From an optimization exercise on the open Yosys and OpenROAD flow, aimed at small area, a short achievable clock period and few clock cycles per item; shortcuts taken in it are not production practice.
Function not checked in this run: the RTL went through the layout flow alone.
Power and IR drop assume default switching activity.

### flow/constraint.sdc
create_clock -name core_clock -period 17.0 [get_ports {clk}]
set_input_delay 3.4000 -clock core_clock [delete_from_list [all_inputs] [get_ports {clk}]]
set_output_delay 3.4000 -clock core_clock [all_outputs]
set_load 0.01 [all_outputs]
### flow/design.v
module bytes_core (
    input  wire        clk,
    input  wire        rst,
    input  wire        req_valid,
    output wire        req_ready,
    input  wire [31:0] req_cmd,
    input  wire [63:0] req_opa,
    input  wire [63:0] req_opb,
    input  wire [63:0] req_opc,
    input  wire [63:0] req_opd,
    input  wire [63:0] req_abase,
    input  wire [63:0] req_alen,
    output wire        rsp_valid,
    input  wire        rsp_ready,
    output wire [63:0] rsp_res,
    output wire        rsp_cout,
    output wire [3:0]  rsp_status,
    output wire        mem_valid,
    input  wire        mem_ready,
    output wire        mem_we,
    output wire [63:0] mem_addr,
    output wire [63:0] mem_wdata,
    input  wire        mem_rvalid,
    input  wire [63:0] mem_rdata,
    input  wire        mem_err
);
    localparam [2:0] S_IDLE  = 3'd0;
    localparam [2:0] S_RSP   = 3'd1;
    localparam [2:0] S_MREQ  = 3'd2;
    localparam [2:0] S_MWAIT = 3'd3;
    localparam [2:0] S_SEL   = 3'd4;
    localparam [2:0] S_PREP  = 3'd5;
    function [3:0] pop8;
        input [7:0] b;
        reg s1, c1, s2, c2, s3, c3, s4, c4, s5, c5, s6, c6;
        begin
            s1 = b[0] ^ b[1] ^ b[2];  c1 = (b[0] & b[1]) | (b[2] & (b[0] ^ b[1]));
            s2 = b[3] ^ b[4] ^ b[5];  c2 = (b[3] & b[4]) | (b[5] & (b[3] ^ b[4]));
            s3 = b[6] ^ b[7];         c3 = b[6] & b[7];
            s4 = s1 ^ s2 ^ s3;        c4 = (s1 & s2) | (s3 & (s1 ^ s2));
            s5 = c1 ^ c2 ^ c3;        c5 = (c1 & c2) | (c3 & (c1 ^ c2));
            s6 = s5 ^ c4;             c6 = s5 & c4;
            pop8 = {c5 & c6, c5 ^ c6, s6, s4};
        end
    endfunction
    function [63:0] lo6;
        input [5:0] n;
        reg [7:0] hgt, heq, llt;
        integer a, b;
        begin
            for (a = 0; a < 8; a = a + 1) begin
                hgt[a] = (n[5:3] > a);
                heq[a] = (n[5:3] == a);
                llt[a] = (n[2:0] > a);
            end
            for (a = 0; a < 8; a = a + 1)
                for (b = 0; b < 8; b = b + 1)
                    lo6[8*a+b] = hgt[a] | (heq[a] & llt[b]);
        end
    endfunction
    function [63:0] rotr;
        input [63:0] x;
        input [5:0]  n;
        reg   [63:0] t;
        begin
            t = x;
            t = n[0] ? {t[0],    t[63:1]}  : t;
            t = n[1] ? {t[1:0],  t[63:2]}  : t;
            t = n[2] ? {t[3:0],  t[63:4]}  : t;
            t = n[3] ? {t[7:0],  t[63:8]}  : t;
            t = n[4] ? {t[15:0], t[63:16]} : t;
            t = n[5] ? {t[31:0], t[63:32]} : t;
            rotr = t;
        end
    endfunction
    function [5:0] tz64;
        input [63:0] w;
        integer i;
        begin
            tz64 = 6'd0;
            for (i = 63; i >= 0; i = i - 1)
                if (w[i]) tz64 = i[5:0];
        end
    endfunction
    function [2:0] sel8;
        input [7:0] b;
        input [2:0] km1;
        integer i;
        reg [3:0] c;
        begin
            sel8 = 3'd0;
            c = 4'd0;
            for (i = 0; i < 8; i = i + 1) begin
                if (b[i] && c == {1'b0, km1}) sel8 = i[2:0];
                c = c + {3'd0, b[i]};
            end
        end
    endfunction
    function [64:0] add64;
        input [63:0] x, y;
        input        cin;
        reg   [63:0] g, p, G, P;
        integer i, d;
        begin
            g = x & y;
            p = x ^ y;
            G = {g[63:1], g[0] | (p[0] & cin)};
            P = p;
            for (d = 1; d < 64; d = d * 2)
                for (i = 2*d-1; i < 64; i = i + 2*d) begin
                    G[i] = G[i] | (P[i] & G[i-d]);
                    P[i] = P[i] & P[i-d];
                end
            for (d = 16; d >= 1; d = d / 2)
                for (i = 3*d-1; i < 64; i = i + 2*d) begin
                    G[i] = G[i] | (P[i] & G[i-d]);
                    P[i] = P[i] & P[i-d];
                end
            add64 = {G[63], p ^ {G[62:0], cin}};
        end
    endfunction
    function cout64;
        input [63:0] x, y;
        reg   [63:0] G, P;
        integer i, d;
        begin
            G = x & y;
            P = x | y;
            for (d = 1; d < 64; d = d * 2)
                for (i = 2*d-1; i < 64; i = i + 2*d) begin
                    G[i] = G[i] | (P[i] & G[i-d]);
                    P[i] = P[i] & P[i-d];
                end
            cout64 = G[63];
        end
    endfunction
    function [63:0] inc64;
        input [63:0] x;
        integer i, b;
        reg c, bc;
        reg [7:0] ba;
        begin
            for (b = 0; b < 8; b = b + 1)
                ba[b] = &x[8*b +: 8];
            bc = 1'b1;
            for (b = 0; b < 8; b = b + 1) begin
                c = bc;
                for (i = 8*b; i < 8*b+8; i = i + 1) begin
                    inc64[i] = x[i] ^ c;
                    c = c & x[i];
                end
                bc = bc & ba[b];
            end
        end
    endfunction
    reg [2:0]  st;
    reg [63:0] R;         
    reg [63:0] R2;        
    reg [60:0] ABASE;     
    reg [57:0] IDX;       
    reg [5:0]  C;         
    reg [6:0]  E;         
    reg [2:0]  status;
    reg        cout;
    reg        m_r, m_cnt;
    reg        mk_rd, mk_wr, mk_ru;
    reg        sec, wph, first, chk;
    reg        pre_desc, pre_big;
    wire idle = (st == S_IDLE);
    wire [7:0]  op  = req_cmd[7:0];
    wire        cin = req_cmd[8];
    wire [63:0] A   = req_opa;
    wire [63:0] B   = req_opb;
    wire [5:0]  c6  = req_opc[5:0];
    wire d_pop = (op == 8'h01);
    wire d_11a = (op == 8'h02);
    wire d_e01 = (op == 8'h10);
    wire d_e10 = (op == 8'h11);
    wire d_c01 = (op == 8'h12);
    wire d_c10 = (op == 8'h13);
    wire d_11c = (op == 8'h14);
    wire d_tzc = (op == 8'h20);
    wire d_hsb = (op == 8'h21);
    wire d_sel = (op == 8'h22);
    wire d_bat = (op == 8'h30);
    wire d_rd  = (op == 8'h31);
    wire d_wr  = (op == 8'h32);
    wire d_ru  = (op == 8'h33);
    wire d_cross = d_e01 | d_e10 | d_c01 | d_c10 | d_11c;
    wire d_mem   = d_bat | d_rd | d_wr | d_ru;
    wire d_known = d_pop | d_11a | d_cross | d_tzc | d_hsb | d_sel | d_mem;
    wire legal   = (req_cmd[31:9] == 23'd0) && d_known && (!cin || d_cross);
    wire a_zero  = (A == 64'd0);
    wire c_big   = (req_opc[63:6] != 58'd0);
    wire d_big   = (req_opd[63:7] != 57'd0) || (req_opd[6] && req_opd[5:0] != 6'd0);
    wire b_bad   = (B[63:7] != 57'd0) || (B[6] && B[5:0] != 6'd0) || (B[6:0] == 7'd0);
    wire arg_bad = (d_hsb && a_zero) ||
                   (d_sel && b_bad) ||
                   ((d_rd || d_wr || d_ru) && c_big) ||
                   ((d_rd || d_wr) && d_big);
    wire [6:0] Ein = {1'b0, c6} + (d_bat ? 7'd1 : req_opd[6:0]);
    wire desc0 = (req_abase[2:0] != 3'd0) ||
                 (req_alen[63:59] != 5'd0) ||
                 (req_alen[58] && req_alen[57:0] != 58'd0);
    wire go_mem = legal && !arg_bad && d_mem;
    wire [2:0] st0 = !legal ? 3'd1 : arg_bad ? 3'd2 : 3'd0;
    wire [63:0] loC  = lo6(C);
    wire [63:0] loE  = lo6(E[5:0]);
    wire [63:0] m0   = ~loC & (E[6] ? {64{1'b1}} : loE);
    wire [63:0] m1   = E[6] ? loE : 64'd0;
    wire        spn  = E[6] && (E[5:0] != 6'd0);
    wire [63:0] mm   = sec ? m1 : m0;
    wire [63:0] X    = idle ? A : mem_rdata;
    wire s_a    = d_sel || d_pop || d_wr;
    wire s_rise = d_e01 || d_c01;
    wire s_fall = d_e10 || d_c10;
    wire [63:0] Xp = {X[62:0], cin};
    wire [63:0] Xn = {1'b0, X[63:1]} & 64'h5555555555555555;
    wire [63:0] M  = (X & ({64{s_a}} | ({64{s_rise}} & ~Xp) | ({64{d_11c}} & Xp) |
                           ({64{d_11a}} & Xn))) |
                     (~X & Xp & {64{s_fall}}) |
                     ({6'd0, req_opc[63:6]} & {64{d_bat}});
    wire [63:0] F = idle  ? M :
                    mk_rd ? ((X & mm) | (R2 & {64{sec}})) :
                            ((X & ~mm) | (R & mm));
    wire [5:0]  rot_n   = idle ? (d_wr ? (6'd0 - c6) : 6'd0) :
                          (mk_rd && (sec || !spn)) ? C : 6'd0;
    wire [63:0] rot_out = rotr(F, rot_n);
    reg [31:0] pcs;
    integer bi;
    always @(*) begin
        for (bi = 0; bi < 8; bi = bi + 1)
            pcs[4*bi +: 4] = pop8(M[8*bi +: 8]);
    end
    wire        prep = (st == S_PREP);
    wire [60:0] ma_x = prep ? {3'd0, R[57:0]} : ABASE;
    wire [64:0] ma   = add64({3'd0, ma_x}, {6'd0, IDX}, sec);
    wire [63:0] idx_inc = inc64({6'd0, IDX});
    wire [61:0] ds_s  = {1'b0, ~(ABASE ^ {2'd0, R2[58:0]})};
    wire [61:0] ds_c  = {ABASE | {2'd0, R2[58:0]}, 1'b0};
    wire desc_bad = pre_desc || cout64({ds_s, 2'd0}, {ds_c, 2'd0});
    wire idx_lt   = cout64({R2[58:0], 5'd0}, {~{1'b0, IDX}, 5'd0});
    wire nxt_end  = (idx_inc[58:0] == R2[58:0]);
    wire oob      = pre_big || !idx_lt || (spn && !mk_ru && nxt_end);
    wire chk_bad  = chk && (desc_bad || oob);
    reg  [63:0] X_rev;
    integer ri;
    always @(*) begin
        for (ri = 0; ri < 64; ri = ri + 1)
            X_rev[ri] = X[63-ri];
    end
    wire [63:0] tz_in  = ((idle && d_hsb) ? X_rev : X) & ~((first && !idle) ? loC : 64'd0);
    wire        tz_nz  = (tz_in != 64'd0);
    wire [5:0]  tz_v   = tz64(tz_in);
    wire [6:0]  tzh    = d_hsb ? {1'b0, ~tz_v} : {~tz_nz, tz_v};
    wire        cnz     = (C != 6'd0);
    wire [6:0]  r_lo    = {1'b0, first ? (6'd0 - C) : R[5:0]} + {1'b0, tz_nz ? tz_v : 6'd0};
    wire [63:0] r_up    = inc64({6'd0, R[63:6]});
    wire [57:0] r_hi    = first ? {57'd0, !tz_nz && !cnz} :
                          (!tz_nz || r_lo[6]) ? r_up[57:0] : R[63:6];
    wire [63:0] ru_next = {r_hi, r_lo[5:0]};
    wire [3:0] pc0 = R2[3:0],   pc1 = R2[7:4],   pc2 = R2[11:8],  pc3 = R2[15:12];
    wire [3:0] pc4 = R2[19:16], pc5 = R2[23:20], pc6 = R2[27:24], pc7 = R2[31:28];
    wire [4:0] p01   = {1'b0, pc0} + {1'b0, pc1};
    wire [4:0] p23   = {1'b0, pc2} + {1'b0, pc3};
    wire [4:0] p45   = {1'b0, pc4} + {1'b0, pc5};
    wire [4:0] p67   = {1'b0, pc6} + {1'b0, pc7};
    wire [4:0] cm2   = p01 + {1'b0, pc2};
    wire [5:0] cm3   = {1'b0, p01} + {1'b0, p23};
    wire [5:0] p456  = {1'b0, p45} + {2'b0, pc6};
    wire [5:0] p4567 = {1'b0, p45} + {1'b0, p67};
    wire [5:0] cm4   = cm3 + {2'b0, pc4};
    wire [5:0] cm5   = cm3 + {1'b0, p45};
    wire [5:0] cm6   = cm3 + p456;
    wire [6:0] cm7   = {1'b0, cm3} + {1'b0, p4567};
    wire [6:0] kk = IDX[6:0];
    wire [7:0] ge;
    assign ge[0] = ({3'd0, pc0} >= kk);
    assign ge[1] = ({2'd0, p01} >= kk);
    assign ge[2] = ({2'd0, cm2} >= kk);
    assign ge[3] = ({1'd0, cm3} >= kk);
    assign ge[4] = ({1'd0, cm4} >= kk);
    assign ge[5] = ({1'd0, cm5} >= kk);
    assign ge[6] = ({1'd0, cm6} >= kk);
    assign ge[7] = 1'b1;
    wire [7:0] oh = ge & ~{ge[6:0], 1'b0};
    reg [2:0] jb;
    reg [2:0] below;
    reg [7:0] sbyte;
    integer j;
    always @(*) begin
        jb = 3'd0;
        sbyte = 8'd0;
        for (j = 0; j < 8; j = j + 1) begin
            if (oh[j]) begin
                jb = jb | j[2:0];
                sbyte = sbyte | R[8*j +: 8];
            end
        end
        below = ({3{oh[1]}} & pc0[2:0]) | ({3{oh[2]}} & p01[2:0]) |
                ({3{oh[3]}} & cm2[2:0]) | ({3{oh[4]}} & cm3[2:0]) |
                ({3{oh[5]}} & cm4[2:0]) | ({3{oh[6]}} & cm5[2:0]) |
                ({3{oh[7]}} & cm6[2:0]);
    end
    wire [2:0] km1     = kk[2:0] - below - 3'd1;
    wire [5:0] sel_pos = {jb, sel8(sbyte, km1)};
    wire       sel_bad = (kk > cm7);
    wire [6:0] popsum = {2'd0, p01} + {2'd0, p23} + {2'd0, p45} + {2'd0, p67};
    wire fin_rd = mk_rd && (sec || !spn);
    always @(posedge clk) begin
        if (rst) begin
            st <= S_IDLE;
        end else begin
            case (st)
                S_IDLE: begin
                    if (req_valid)
                        st <= go_mem ? (d_bat ? S_PREP : S_MREQ) :
                              (legal && d_sel && !b_bad) ? S_SEL : S_RSP;
                end
                S_RSP: begin
                    if (rsp_ready)
                        st <= S_IDLE;
                end
                S_SEL: st <= S_RSP;
                S_PREP: st <= S_MREQ;
                S_MREQ: begin
                    if (chk_bad)
                        st <= S_RSP;
                    else if (mem_ready)
                        st <= S_MWAIT;
                end
                S_MWAIT: begin
                    if (mem_rvalid) begin
                        if (mem_err)
                            st <= S_RSP;
                        else if (mk_rd)
                            st <= fin_rd ? S_RSP : S_MREQ;
                        else if (mk_wr)
                            st <= (wph && (sec || !spn)) ? S_RSP : S_MREQ;
                        else
                            st <= (!tz_nz && !nxt_end) ? S_MREQ : S_RSP;
                    end
                end
                default: st <= S_IDLE;
            endcase
        end
    end
    always @(posedge clk) begin
        if (idle) begin
            R        <= (d_tzc || d_hsb) ? {57'd0, tzh} : rot_out;
            R2       <= d_mem ? req_alen : {32'd0, pcs};
            ABASE    <= req_abase[63:3];
            IDX      <= B[57:0];
            C        <= c6;
            E        <= Ein;
            status   <= st0;
            cout     <= legal && d_cross && A[63];
            m_r      <= legal && !arg_bad && (d_e01 || d_e10 || d_tzc || d_hsb);
            m_cnt    <= legal && (d_pop || d_11a || d_c01 || d_c10 || d_11c);
            mk_rd    <= d_rd || d_bat;
            mk_wr    <= d_wr;
            mk_ru    <= d_ru;
            sec      <= 1'b0;
            wph      <= 1'b0;
            first    <= 1'b1;
            chk      <= 1'b1;
            pre_desc <= desc0;
            pre_big  <= (B[63:58] != 6'd0);
        end else if (st == S_SEL) begin
            R <= {58'd0, sel_pos};
            if (sel_bad)
                status <= 3'd2;
            else
                m_r <= 1'b1;
        end else if (prep) begin
            IDX     <= ma[57:0];
            pre_big <= pre_big || ma[58];
        end else if (st == S_MREQ) begin
            if (chk_bad)
                status <= desc_bad ? 3'd3 : 3'd4;
            if (mem_ready)
                chk <= 1'b0;
        end else if (st == S_MWAIT && mem_rvalid) begin
            if (mem_err) begin
                status <= 3'd5;
                R      <= {6'd0, sec ? idx_inc[57:0] : IDX};
                m_r    <= 1'b1;
            end else if (mk_rd) begin
                if (fin_rd) begin
                    R   <= rot_out;
                    m_r <= 1'b1;
                end else begin
                    R2  <= rot_out;
                    sec <= 1'b1;
                end
            end else if (mk_wr) begin
                if (!wph) begin
                    if (!sec) R2 <= rot_out;
                    else      R  <= rot_out;
                    sec <= !sec && spn;
                    wph <= sec || !spn;
                end else begin
                    sec <= 1'b1;
                end
            end else begin
                first <= 1'b0;
                if (tz_nz || !nxt_end)
                    R <= ru_next;
                if (tz_nz)
                    m_r <= 1'b1;
                else if (!nxt_end)
                    IDX <= idx_inc[57:0];
            end
        end
    end
    assign rsp_res    = ({64{m_r}} & R) | {57'd0, {7{m_cnt}} & popsum};
    assign rsp_cout   = cout;
    assign rsp_status = {1'b0, status};
    assign req_ready  = idle && !rst;
    assign rsp_valid  = (st == S_RSP) && !rst;
    assign mem_valid  = (st == S_MREQ) && !chk_bad && !rst;
    assign mem_we     = mk_wr && wph;
    assign mem_addr   = {ma[60:0], 3'b000};
    assign mem_wdata  = sec ? R : R2;
endmodule
### flow/config.mk
export PLATFORM = sky130hd
export DESIGN_NAME = bytes_core
export DESIGN_NICKNAME = bytes_core
export VERILOG_FILES = /design/flow/design.v
export SDC_FILE = /design/flow/constraint.sdc
export NUM_CORES = 8
export LEC_CHECK = 0
export CAP_MARGIN = 20
export CORE_MARGIN = 2
export CORE_UTILIZATION = 40
export PLACE_DENSITY = 0.6
export SLEW_MARGIN = 20
### flow/run.sh
#!/bin/bash
# synth_recipe.tcl (not shown) runs the flow's synth.tcl, then flattens the netlist and writes it again
# the make line also repeats each setting of config.mk as NAME=value (left out here)
make -C /OpenROAD-flow-scripts/flow DESIGN_CONFIG=/design/flow/config.mk WORK_HOME=/design/flow/orfs CLKGATE_MAP_FILE= SYNTH_SCRIPT=/design/flow/synth_recipe.tcl finish
==> run notes <==
- For this configuration, the core starts out at a cell density of 40.4%.
- The kind of path behind the tightest hold check is reg2reg.
- The area fraction of the dominant cell type after synthesis is 16.8%.
- The later pin in the worst-skew pair is clocked with a latency of 0.62 ns.
- Clock tree synthesis inserted a total of 37 buffers.
- The initialized floorplan defines 127 standard-cell rows.
- In this run the clock root is driven by a sky130_fd_sc_hd__clkbuf_16.
- For this run the aggregate overflow at the end of global routing stands at 0.
- For this design the ratio of total power to cell area is 155 nW/um^2.
- The flow ran to the end and the layout has no timing, DRC or antenna violations.
- The average routed wire per standard cell is 40.8 um.
- The congestion estimate from routability-driven global placement came to 1.14.
- For this design the static power due to leakage is 23.3 nW.
- The clock-pin slew on the worst setup and hold paths is 0.06 ns.
- For the final database, setup skew stands at 0.0409 ns.
- The number of hold buffers added after CTS was 0.
- The worst setup path is launched from a flip-flop.
- The first global-routing pass estimated 456 mm of wire.
- The H-tree was split into 2 levels.
- The area occupied by multi-input gates is 37,000 um^2.
- Ranked by total cell area, the synthesized netlist is headed by sky130_fd_sc_hd__edfxtp_1, sky130_fd_sc_hd__ha_1, sky130_fd_sc_hd__mux2i_1.
- For the worst flop-to-flop path, the logic depth is 32.
- The final clock period utilization by the worst path is 69.1%.
- The number of max-slew violations in the final report is 0.
- The worst-case IR drop observed on VDD is 0.337 mV.
- Yosys mapped a number of flops with a built-in enable equal to 271.
- By instance count, the cell type seen most on the critical path is sky130_fd_sc_hd__ha_1.
- The post-detailed-route DRC marker count is 0.
- In the final layout, flip-flops and latches occupy 8290 um^2.
- The slowest stage of the critical path belongs to the cell sky130_fd_sc_hd__edfxtp_1.
- The via count of the first global-routing pass is 55,006.
- The overall die height is 352 um.
- The final layout contains routed wiring with a total length of 343 mm.
- The sink of the worst hold path is chk$_SDFFE_PN1P_.
- Each instance of the synthesized netlist takes up on average 7.75 um^2.
- The hold violation count in the final report was 0.
- The startpoint of the tightest hold check path is chk$_SDFFE_PN1P_.
- The final setup violation count is 0.
- Sorting the synthesized cells by how often they occur yields sky130_fd_sc_hd__nand2_1, sky130_fd_sc_hd__nor2_1, sky130_fd_sc_hd__o21ai_0, sky130_fd_sc_hd__a21oi_1, sky130_fd_sc_hd__inv_1.
- The number of fill cells is 12,034.
- At the pin with the least slew margin, the transition time is 1.40 ns.
- The largest fanout of any net on the critical path is 13.
- For this run, the number of Yosys warnings is 1.
- At the worst endpoint, the required time is 13.60 ns.
- In this run the critical register-to-register path is launched from R2[4]$_DFFE_PP_.
- The maximum clock insertion buffer count is 3.
- sky130_fd_sc_hd__edfxtp_1 takes more of the synthesized area than any other cell.
- The worst path needs 11.74 ns of the cycle, external delays included.
- The number of nets with antenna violations after routing is 0.
- The critical path is of the reg2out type.
- Input and output buffers added on the ports amount to 683.
- The global-route usage over all layers is 52.1%.
- The net count of the finished layout is 7,681.
- Across all register-to-register paths, the minimum setup slack is 6.81 ns.
- The end of the worst register-to-register path is R[1]$_DFFE_PP_.
- The signal arrival time at the worst endpoint is 8.34 ns.
- The most frequently used flop master after synthesis is sky130_fd_sc_hd__edfxtp_1.
- The worst hold path was traced through 2 stages.
- The number of different library cells in the post-synthesis netlist is 125.
- For this run, asynchronously set or reset flops after synthesis account for 0%.
- The synthesized instance count is 6,268.
- Setup total negative slack on the finished layout was measured at 0 ns.
- Before CTS, the worst setup slack after placement is 6.21 ns.
- The via count of the routed design is 61,868.
- The first-pass iteration count of the detailed router is 14.
- The most frequent cell after synthesis is sky130_fd_sc_hd__nand2_1.
- STA classifies the critical path endpoint as a primary output.
- After the first detailed-routing iteration, the DRC count stood at 12,682.
- In this run the tightest slew margin relative to its limit is 5.97%.
- Synthesis inferred 278 register bits.
- From synthesis to final layout, the design area changed by 20.1%.
- The number of clock sinks is 278.
- The top achievable clock speed is 0.0851 GHz.
- The maximum number of pins on one net before global-route repair is 185.
- The number of antenna violations at the first check in global routing was 53.
- Pin placement for this block handled 688 I/O pins.
- The cell area that synthesis handed to floorplanning was 48,600 um^2.
- The clock tree from TritonCTS is done.
- The die is 352 um wide.
- The floorplan die area is 124,000 um^2.
- The total of max-cap violations is 0.
- The worst stage delay on the critical path is 0.76 ns.
- The post-route netlist has 7.90% of its cells at a drive strength greater than 1.
- The final worst setup slack is 5.26 ns.
- The total setup buffers inserted after CTS is 0.
- The share of the yosys chip area belonging to registers is 17.0%.
- The number of cells upsized or downsized after cts is 0.
- Setup repair after global routing left no endpoint under its margin.
- The mean number of vias per cell is 7.35.
- Summed over all nets, the half-perimeter wirelength after detailed placement is 275 mm.
- The floorplan core area is 120,000 um^2.
## critical path, delay by kind of cell (launching register included)
family          cells  cell delay (ns)
simple gates       14             4.13
compound gates      1             0.30
fa+ha+maj           8             1.54
flops               1             0.76
buf+inv             1             0.52
xor+xnor            1             0.47
## state kept, by name, indices dropped and copies added, names as in the netlist
| signal | cells |
|---|---|
| mk_wr | 1 |
| first | 1 |
| R | 64 |
| E | 7 |
| R2 | 64 |
| mk_ru | 1 |
| m_cnt | 1 |
| pre_desc | 1 |
| ABASE | 61 |
| st | 3 |
| IDX | 58 |
| C | 6 |
| wph | 1 |
| pre_big | 1 |
| sec | 1 |
| chk | 1 |
| mk_rd | 1 |
| cout | 1 |
| status | 3 |
| m_r | 1 |
## final cells by class
cell class                 instances  share of cell area, %
sequential                       278                   14.2
clock buffer                      45                   1.66
multi-input combinational       5167                   63.4
timing repair buffer             874                   14.2
tap                             1612                   3.46
inverter                         375                   2.44
antenna                           41                  0.176
clock inverter                    22                  0.412
## routing by layer
| layer | up-vias | GRT usage [%] | part of all wire (%) |
|---|---|---|---|
| met5 | - | 4.85 | 0.35 |
| met2 | 5847 | 69.2 | 37 |
| met4 | 44 | 32.6 | 8.3 |
| met3 | 1394 | 27.8 | 17 |
| li1 | 24817 | - | - |
| met1 | 29766 | 64.5 | 37 |
## worst max path at each step
stage	to	start	cells after the start	slack, ns
floorplan	IDX[0]$_DFFE_PP_	req_cmd[1]	13	6.57
global placement	R[49]$_DFFE_PP_	req_cmd[0]	22	6.37
detailed placement	R[49]$_DFFE_PP_	req_cmd[0]	22	6.21
CTS	mem_valid	IDX[0]$_DFFE_PP_	25	5.66
global route	mem_valid	IDX[0]$_DFFE_PP_	25	5.10
finish	mem_valid	IDX[0]$_DFFE_PP_	25	5.26
## cell families (layout without fill, tap and decap cells)
| family | count (synthesis) | in the layout | share of synthesized area, % |
|---|---|---|---|
| buffers and inverters | 826 | 1316 | 7.26 |
| other | 1 | 45 | 0.00772 |
| multiplexers | 372 | 372 | 8.03 |
| flip-flops | 278 | 278 | 17.0 |
| AND/OR/NAND/NOR | 2014 | 2014 | 20.6 |
| AO/OA/AOI/OAI | 2115 | 2115 | 30.0 |
| adder cells (fa/ha/maj) | 482 | 482 | 13.8 |
| XOR/XNOR | 180 | 180 | 3.25 |
## cells in the final DEF, fill, tap and decap left out, drive strengths merged, types with 41 or more instances in the layout
| cell | synthesis | layout |
|---|---|---|
| clkdlybuf4s50 | 0 | 681 |
| nand2 | 625 | 625 |
| nor2 | 474 | 474 |
| o21ai | 463 | 463 |
| a21oi | 414 | 414 |
| inv | 373 | 378 |
| ha | 365 | 365 |
| mux2i | 284 | 284 |
| edfxtp | 271 | 271 |
| buf | 215 | 192 |
| nand3 | 174 | 174 |
| xnor2 | 139 | 139 |
| nor4 | 125 | 125 |
| o211ai | 111 | 111 |
| nor3 | 109 | 109 |
| a21o | 102 | 102 |
| and2 | 102 | 102 |
| nand4 | 101 | 101 |
| o22ai | 97 | 97 |
| fa | 96 | 96 |
| a211oi | 91 | 91 |
| a22oi | 87 | 87 |
| mux2 | 84 | 84 |
| a31oi | 72 | 72 |
| or2 | 51 | 51 |
| o31ai | 48 | 48 |
| clkbuf | 236 | 46 |
| o221ai | 45 | 45 |
| a221o | 44 | 44 |
| nor2b | 43 | 43 |
| a221oi | 42 | 42 |
| diode | 0 | 41 |
| xor2 | 41 | 41 |
## stage by stage
step | area (um^2) | util [%] | total power, mW | hold WS, ns | cells
2_1_floorplan | 48600 | - | 5.32 | 0.434 | 6271
3_3_place_gp | 56900 | 47.4 | 7.71 | 0.447 | 8303
3_5_place_dp | 56900 | 47.4 | 7.80 | 0.449 | 8303
4_1_cts | 58200 | 48.4 | 8.67 | 0.457 | 8370
5_1_grt | 58200 | 48.5 | 9.37 | 0.485 | 8377
6_report | 58300 | 48.5 | 9.06 | 0.462 | 8414
## where the power goes
group / internal [mW] / switching, mW / total (mW)
Clock: 0.471 / 0.371 / 0.841
Sequential: 0.920 / 0.320 / 1.24
Combinational: 2.67 / 4.31 / 6.98

afterwards: timing with drivers on the ports:
In the flow no input, the clock included, has a driving cell. The finished layout below was timed again as built, in two steps.
Step 1 sets driving cells, clkbuf_16 on the clock port and buf_2 on the other inputs (assumed; they add their load-dependent delay and slew).
Step 2 moves the port delays by t, midway between the first and last clock arrival at a register: inputs arrive t later, outputs are due t later. That takes back most of the time a late clock gives input paths.
Slacks: ideal / step 1 / step 2; pairs: ideal / step 1.
t (ns): 0.667
slack for setup (ns): 5.256 / 5.187 / 5.811
worst setup path at the end: input to register
worst data-port slew with drivers (ns): 0.13
After both steps setup and hold are still met in this run. The setup slack of this run moves by -0.069 ns with the drivers and by +0.555 ns with both steps.
